Background: an optimization exercise with open tools, aiming at small area, a short achievable clock period and few clock cycles per item. Do not read the settings as production practice. The RTL was checked by simulation tests, not by an equivalence proof against the original design. No activity file was given, so power comes from the tool's default toggle rates.

==> run a <==
Design icu_quant, start of the top module:
module icu_quant (
    input  wire        clk,
    input  wire        rst,
    input  wire        in_valid,
    output wire        in_ready,
    input  wire [23:0] in_rgb,
    output reg         out_valid,
    input  wire        out_ready,
    output reg  [23:0] out_lo,
    output reg  [23:0] out_hi,
    output reg  [7:0]  out_avg
);
    localparam integer LOOK = 10;    
    integer i;
    genvar  gi;
    reg        rdy;
    assign in_ready = rdy;
    wire acc_now = in_valid && rdy && !rst;
    reg [23:0] in_q;
    reg        v0;
    reg [14:0] x_y, x_cb, x_cr;
    reg        v1;
    reg [7:0]  a_y, a_cb, a_cr;
    reg [9:0]  t_y, t_cb, t_cr;
    reg        v2;
    reg [7:0]  w_y, w_cb, w_cr;
    reg        v3;
    wire [14:0] fxy, fxcb, fxcr;
    icu_fwd u_fwd (
        .r(in_q[23:16]), .g(in_q[15:8]), .b(in_q[7:0]),
        .xy(fxy), .xcb(fxcb), .xcr(fxcr)
    );
    wire [7:0] da_y, da_cb, da_cr;
    wire [9:0] dt_y, dt_cb, dt_cr;
    icu_d125a u_day  (.x(x_y),  .a(da_y),  .t(dt_y));
    icu_d125a u_dacb (.x(x_cb), .a(da_cb), .t(dt_cb));
    icu_d125a u_dacr (.x(x_cr), .a(da_cr), .t(dt_cr));
    wire [8:0] qy, qcb, qcr;
    icu_d125b u_dby  (.a(a_y),  .t(t_y),  .q(qy));
    icu_d125b u_dbcb (.a(a_cb), .t(t_cb), .q(qcb));
    icu_d125b u_dbcr (.a(a_cr), .t(t_cr), .q(qcr));
    always @(posedge clk) begin
        in_q <= in_rgb;
        x_y  <= fxy;
        x_cb <= fxcb;
        x_cr <= fxcr;
        a_y  <= da_y;  t_y  <= dt_y;
        a_cb <= da_cb; t_cb <= dt_cb;
        a_cr <= da_cr; t_cr <= dt_cr;
        w_y  <= qy[7:0];
        w_cb <= qcb[7:0];
        w_cr <= qcr[7:0];
        if (rst) begin
            v0 <= 1'b0;
            v1 <= 1'b0;
            v2 <= 1'b0;
            v3 <= 1'b0;
        end else begin
            v0 <= acc_now;
  ...
Settings: LEC_CHECK=0, CAP_MARGIN=20, CORE_MARGIN=2, CORE_UTILIZATION=50, PLACE_DENSITY=0.65, SLEW_MARGIN=20; clock period 22.0 ns.
standard.sh (not shown) runs the stock make flow with config.mk's settings and CLKGATE_MAP_FILE= SYNTH_SCRIPT=/design/flow/synth_recipe.tcl, a recipe that flattens the netlist after the stock synthesis.
==> flow/flow/run.sh <==
#!/bin/bash
# The standard layout (the standard.sh, all steps), with three changes:
#  - the port buffers are made with a regular buf_4 cell instead of the
#    flow's default choice;
#  - the clock tree is built with larger sink clusters (up to 25 sinks,
#    100 um across) and without dummy loads;
#  - the timing repair steps aim at a 5.5 ns period instead of only
#    meeting the 22 ns clock (the constraints themselves are unchanged).
# The full output goes to standard.log in this folder.
set -e
export BUFFER_PORTS_ARGS="-buffer_cell sky130_fd_sc_hd__buf_4"
export CTS_ARGS="-sink_clustering_enable -repair_clock_nets -dont_use_dummy_load -sink_clustering_size 25 -sink_clustering_max_diameter 100"
export SETUP_SLACK_MARGIN=16.5
bash standard.sh > standard.log 2>&1
==> run b (differences from run a) <==
--- a/flow/design.v
+++ b/flow/design.v
@@ -1574,10 +1574,11 @@
     reg [20:0] i1_ns, i1_nc;
     reg [20:0] i2_n;
     reg [7:0]  i3_a;
     reg [9:0]  i3_t;
     reg        i3_neg, i3_sat;
+    reg [7:0]  i_avg;
     wire [20:0] i1_n;
     icu_add21 u_iadd (.a(i1_ns), .b(i1_nc), .s(i1_n));
     wire [7:0] ia;
     wire [9:0] it;
     icu_d125a u_ida (.x(i2_n[17:3]), .a(ia), .t(it));
@@ -1590,21 +1591,23 @@
         i2_n   <= i1_n;
         i3_a   <= ia;
         i3_t   <= it;
         i3_neg <= i2_n[20];
         i3_sat <= (i2_n[19:18] != 2'd0) || (i2_n[17:3] >= 15'd32000);
+        if (f_rel)
+            i_avg <= f_avg;
         if (ph_run) begin
             case (ch)
                 4'd3: out_lo[23:16] <= inv_q;
                 4'd4: out_lo[15:8]  <= inv_q;
-                4'd5: begin
-                    out_lo[7:0] <= inv_q;
-                    out_avg     <= f_avg;
-                end
+                4'd5: out_lo[7:0]   <= inv_q;
                 4'd6: out_hi[23:16] <= inv_q;
                 4'd7: out_hi[15:8]  <= inv_q;
-                4'd8: out_hi[7:0]   <= inv_q;
+                4'd8: begin
+                    out_hi[7:0] <= inv_q;
+                    out_avg     <= i_avg;
+                end
                 default: ;
             endcase
         end
         if (rst) begin
             ch        <= 4'd0;
==> flow/flow/run.sh (replaced) <==
#!/bin/bash
# The standard layout (the standard.sh, all steps), with the port
# buffers made with a regular buf_4 cell and a clock tree built with
# larger sink clusters and no dummy loads.
# The full output goes to standard.log in this folder.
set -e
export BUFFER_PORTS_ARGS="-buffer_cell sky130_fd_sc_hd__buf_4"
export CTS_ARGS="-sink_clustering_enable -repair_clock_nets -dont_use_dummy_load -sink_clustering_size 25 -sink_clustering_max_diameter 100"
bash standard.sh > standard.log 2>&1
- CORE_UTILIZATION: 50 -> 40
- PLACE_DENSITY: 0.65 -> unset
==> run c (differences from run a) <==
--- a/flow/design.v
+++ b/flow/design.v
@@ -1574,10 +1574,11 @@
     reg [20:0] i1_ns, i1_nc;
     reg [20:0] i2_n;
     reg [7:0]  i3_a;
     reg [9:0]  i3_t;
     reg        i3_neg, i3_sat;
+    reg [7:0]  i_avg;
     wire [20:0] i1_n;
     icu_add21 u_iadd (.a(i1_ns), .b(i1_nc), .s(i1_n));
     wire [7:0] ia;
     wire [9:0] it;
     icu_d125a u_ida (.x(i2_n[17:3]), .a(ia), .t(it));
@@ -1590,21 +1591,23 @@
         i2_n   <= i1_n;
         i3_a   <= ia;
         i3_t   <= it;
         i3_neg <= i2_n[20];
         i3_sat <= (i2_n[19:18] != 2'd0) || (i2_n[17:3] >= 15'd32000);
+        if (f_rel)
+            i_avg <= f_avg;
         if (ph_run) begin
             case (ch)
                 4'd3: out_lo[23:16] <= inv_q;
                 4'd4: out_lo[15:8]  <= inv_q;
-                4'd5: begin
-                    out_lo[7:0] <= inv_q;
-                    out_avg     <= f_avg;
-                end
+                4'd5: out_lo[7:0]   <= inv_q;
                 4'd6: out_hi[23:16] <= inv_q;
                 4'd7: out_hi[15:8]  <= inv_q;
-                4'd8: out_hi[7:0]   <= inv_q;
+                4'd8: begin
+                    out_hi[7:0] <= inv_q;
+                    out_avg     <= i_avg;
+                end
                 default: ;
             endcase
         end
         if (rst) begin
             ch        <= 4'd0;
==> flow/flow/run.sh (replaced) <==
#!/bin/bash
# The standard layout (the standard.sh, all steps), with the port
# buffers made with a regular buf_4 cell, and the timing repair steps
# aiming at a 5.5 ns period instead of only meeting the 22 ns clock.
# The full output goes to standard.log in this folder.
set -e
export BUFFER_PORTS_ARGS="-buffer_cell sky130_fd_sc_hd__buf_4"
export SETUP_SLACK_MARGIN=16.5
bash standard.sh > standard.log 2>&1
- CORE_UTILIZATION: 50 -> 40
- PLACE_DENSITY: 0.65 -> unset
==> summary.md <==
| Metric | Value |
|---|---|
| Worst R2R Start | `sel15[7]` |
| Global-route wire length before repair | `172000 um` |
| Syn Inst Count | `between 4000 and 5000` |
| Status | `complete, no violations` |
| H-tree depth | `3` |
| Hold Startpoint | `rcb[2][5]` |
| Multi-input logic area | `25200 um^2` |
| Hold worst-path end | `rcb[3][5]` |
| Post-Layout Cell Count | `6503` |
| Cts repair resizes | `40` |
| Worst Reg-to-Reg Cells | `17` |
| Largest cells by area after synthesis | `dfxtp_1, edfxtp_1, fa_1, ha_1, inv_1` |
| Drt pass-1 iters | `8` |
The numbers above come from run c.

==> summary.md <==
| Metric | Value |
|---|---|
| Status | `complete, no violations` |
| Cts repair resizes | `43` |
| Drt pass-1 iters | `6` |
| Worst R2R Start | `sel15[13]` |
| Worst Reg-to-Reg Cells | `18` |
| Largest cells by area after synthesis | `dfxtp_1, edfxtp_1, fa_1, ha_1, inv_1` |
| Multi-input logic area | `approximately 25000 um^2` |
| Syn Inst Count | `roughly 4600` |
The numbers above come from run a.

==> summary.md <==
| Metric | Value |
|---|---|
| Multi-input logic area | `25200 um^2` |
| Global-route wire length before repair | `between 150000 and 200000 um` |
| Status | `complete, no violations` |
| Syn Inst Count | `between 4000 and 5000` |
| Largest cells by area after synthesis | `dfxtp_1, edfxtp_1, fa_1, ha_1, inv_1` |
| Hold worst-path end | `rcr[3][6]` |
The numbers above come from run b.

Testbench counts of run a, summed over its fixed seeds: cycles 6,456, items 384.
Testbench counts of run b, summed over its fixed seeds: cycles 6,456, items 384.
Testbench counts of run c, summed over its fixed seeds: cycles 6,456, items 384.

---

==> inputs of 08-02 <==
icu_quant with an RTL version that a note above also has.
Settings: LEC_CHECK=0, CAP_MARGIN=20, CORE_MARGIN=2, CORE_UTILIZATION=40, SLEW_MARGIN=20; clock period 22.0 ns.
==> flow/flow/run.sh <==
#!/bin/bash
# The standard layout (the standard.sh, all steps), with three changes:
#  - the port buffers are made with a regular buf_4 cell instead of the
#    flow's default choice;
#  - the clock tree is built with larger sink clusters (up to 25 sinks,
#    100 um across) and without dummy loads;
#  - the timing repair steps aim at a 5.5 ns period instead of only
#    meeting the 22 ns clock (the constraints themselves are unchanged).
# The full output goes to standard.log in this folder.
set -e
export BUFFER_PORTS_ARGS="-buffer_cell sky130_fd_sc_hd__buf_4"
export CTS_ARGS="-sink_clustering_enable -repair_clock_nets -dont_use_dummy_load -sink_clustering_size 25 -sink_clustering_max_diameter 100"
export SETUP_SLACK_MARGIN=16.5
bash standard.sh > standard.log 2>&1
==> 11-26: changes against 08-02 <==
--- a/flow/design.v
+++ b/flow/design.v
@@ -1574,11 +1574,10 @@
     reg [20:0] i1_ns, i1_nc;
     reg [20:0] i2_n;
     reg [7:0]  i3_a;
     reg [9:0]  i3_t;
     reg        i3_neg, i3_sat;
-    reg [7:0]  i_avg;
     wire [20:0] i1_n;
     icu_add21 u_iadd (.a(i1_ns), .b(i1_nc), .s(i1_n));
     wire [7:0] ia;
     wire [9:0] it;
     icu_d125a u_ida (.x(i2_n[17:3]), .a(ia), .t(it));
@@ -1591,23 +1590,21 @@
         i2_n   <= i1_n;
         i3_a   <= ia;
         i3_t   <= it;
         i3_neg <= i2_n[20];
         i3_sat <= (i2_n[19:18] != 2'd0) || (i2_n[17:3] >= 15'd32000);
-        if (f_rel)
-            i_avg <= f_avg;
         if (ph_run) begin
             case (ch)
                 4'd3: out_lo[23:16] <= inv_q;
                 4'd4: out_lo[15:8]  <= inv_q;
-                4'd5: out_lo[7:0]   <= inv_q;
+                4'd5: begin
+                    out_lo[7:0] <= inv_q;
+                    out_avg     <= f_avg;
+                end
                 4'd6: out_hi[23:16] <= inv_q;
                 4'd7: out_hi[15:8]  <= inv_q;
-                4'd8: begin
-                    out_hi[7:0] <= inv_q;
-                    out_avg     <= i_avg;
-                end
+                4'd8: out_hi[7:0]   <= inv_q;
                 default: ;
             endcase
         end
         if (rst) begin
             ch        <= 4'd0;
==> run notes <==
- Against 11-26, the clock-buffer cell count of 08-02 is higher by 1.
- Of 11-26 and 08-02, 08-02 has the higher setup slack (gap 0.015 ns).
- In 08-02 the cell count is higher than in 11-26, by about 0.27%.
- Design area: 11-26 is lower than 08-02 (about 0.6%).
- Of 08-02 and 11-26, 08-02 has the higher die area (gap about 0.45%, measured against 11-26).
- Combinational power is about the same in 11-26 and 08-02.
==> figures <==
| item | 08-02 | 11-26 |
|---|---|---|
| Met2 global-route usage | 0.2579 | 0.2587 |
| Peak per-stage delay on the critical path | 0.40 ns | 0.43 ns |
| FF+latch count, synth | 1095 | 1087 |
| Horizontal die dimension | 367.6 um | 366.7 um |
| Area used by multi-input combinational logic | 0.02524 mm^2 | 0.02523 mm^2 |
| Sequential cell area fraction in the yosys report | 0.4737 | 0.4712 |
| CP startpoint | out_lo[17] | out_avg[3] |
| Comb pwr share | 0.405 | 0.407 |
| Run status | complete, no violations | complete, no violations |
| Non-Filler Cell Area, Final | 0.05698 mm^2 | 0.05665 mm^2 |
| Routed length per placed instance | 16.13 um | 16.28 um |
| Launch point of the worst hold path | rcb[12][3] | rcr[11][3] |
| Psw | 2144 uW | 2121 uW |
| Power of the combinational group | 2450 uW | 2440 uW |
Testbench counts of 08-02, summed over its fixed seeds: cycles 6,456, items 384.
Testbench counts of 11-26, summed over its fixed seeds: cycles 6,456, items 384.

[afterwards: timing with drivers on the ports]
In the flow no input, the clock included, has a driving cell. The finished layouts below were timed again as built, in two steps.
Step 1 assumes that a clkbuf_16 drives the clock port and a buf_2 every other input.
Step 2 adds t to the input delays and takes it off the output delays; t is the mean of the earliest and latest rising clock arrival at the registers after step 1. Input paths then give back, and output paths get back, about the clock's delay inside the block.
Slacks: ideal ports / drivers / drivers and shift; pairs: ideal ports / drivers.
| run | shift t [ns] | setup slack, ns | hold slack, ns | worst setup path after step 2 | clock arrival spread, ns |
|---|---|---|---|---|---|
| run a | 0.692 | 16.382 / 16.316 / 16.558 | 0.273 / 0.273 / 0.273 | input to register | 0.085 / 0.084 |
| run b | 0.705 | 16.418 / 16.347 / 16.478 | 0.279 / 0.279 / 0.279 | register to register | 0.083 / 0.083 |
| run c | 0.772 | 16.347 / 16.276 / 16.568 | 0.297 / 0.297 / 0.297 | input to register | 0.037 / 0.037 |
| 08-02 | 0.706 | 16.398 / 16.326 / 16.602 | 0.303 / 0.303 / 0.303 | input to register | 0.093 / 0.093 |
| 11-26 | 0.709 | 16.383 / 16.307 / 16.564 | 0.324 / 0.324 / 0.324 | input to register | 0.083 / 0.083 |
After both steps every run listed still meets setup and hold.
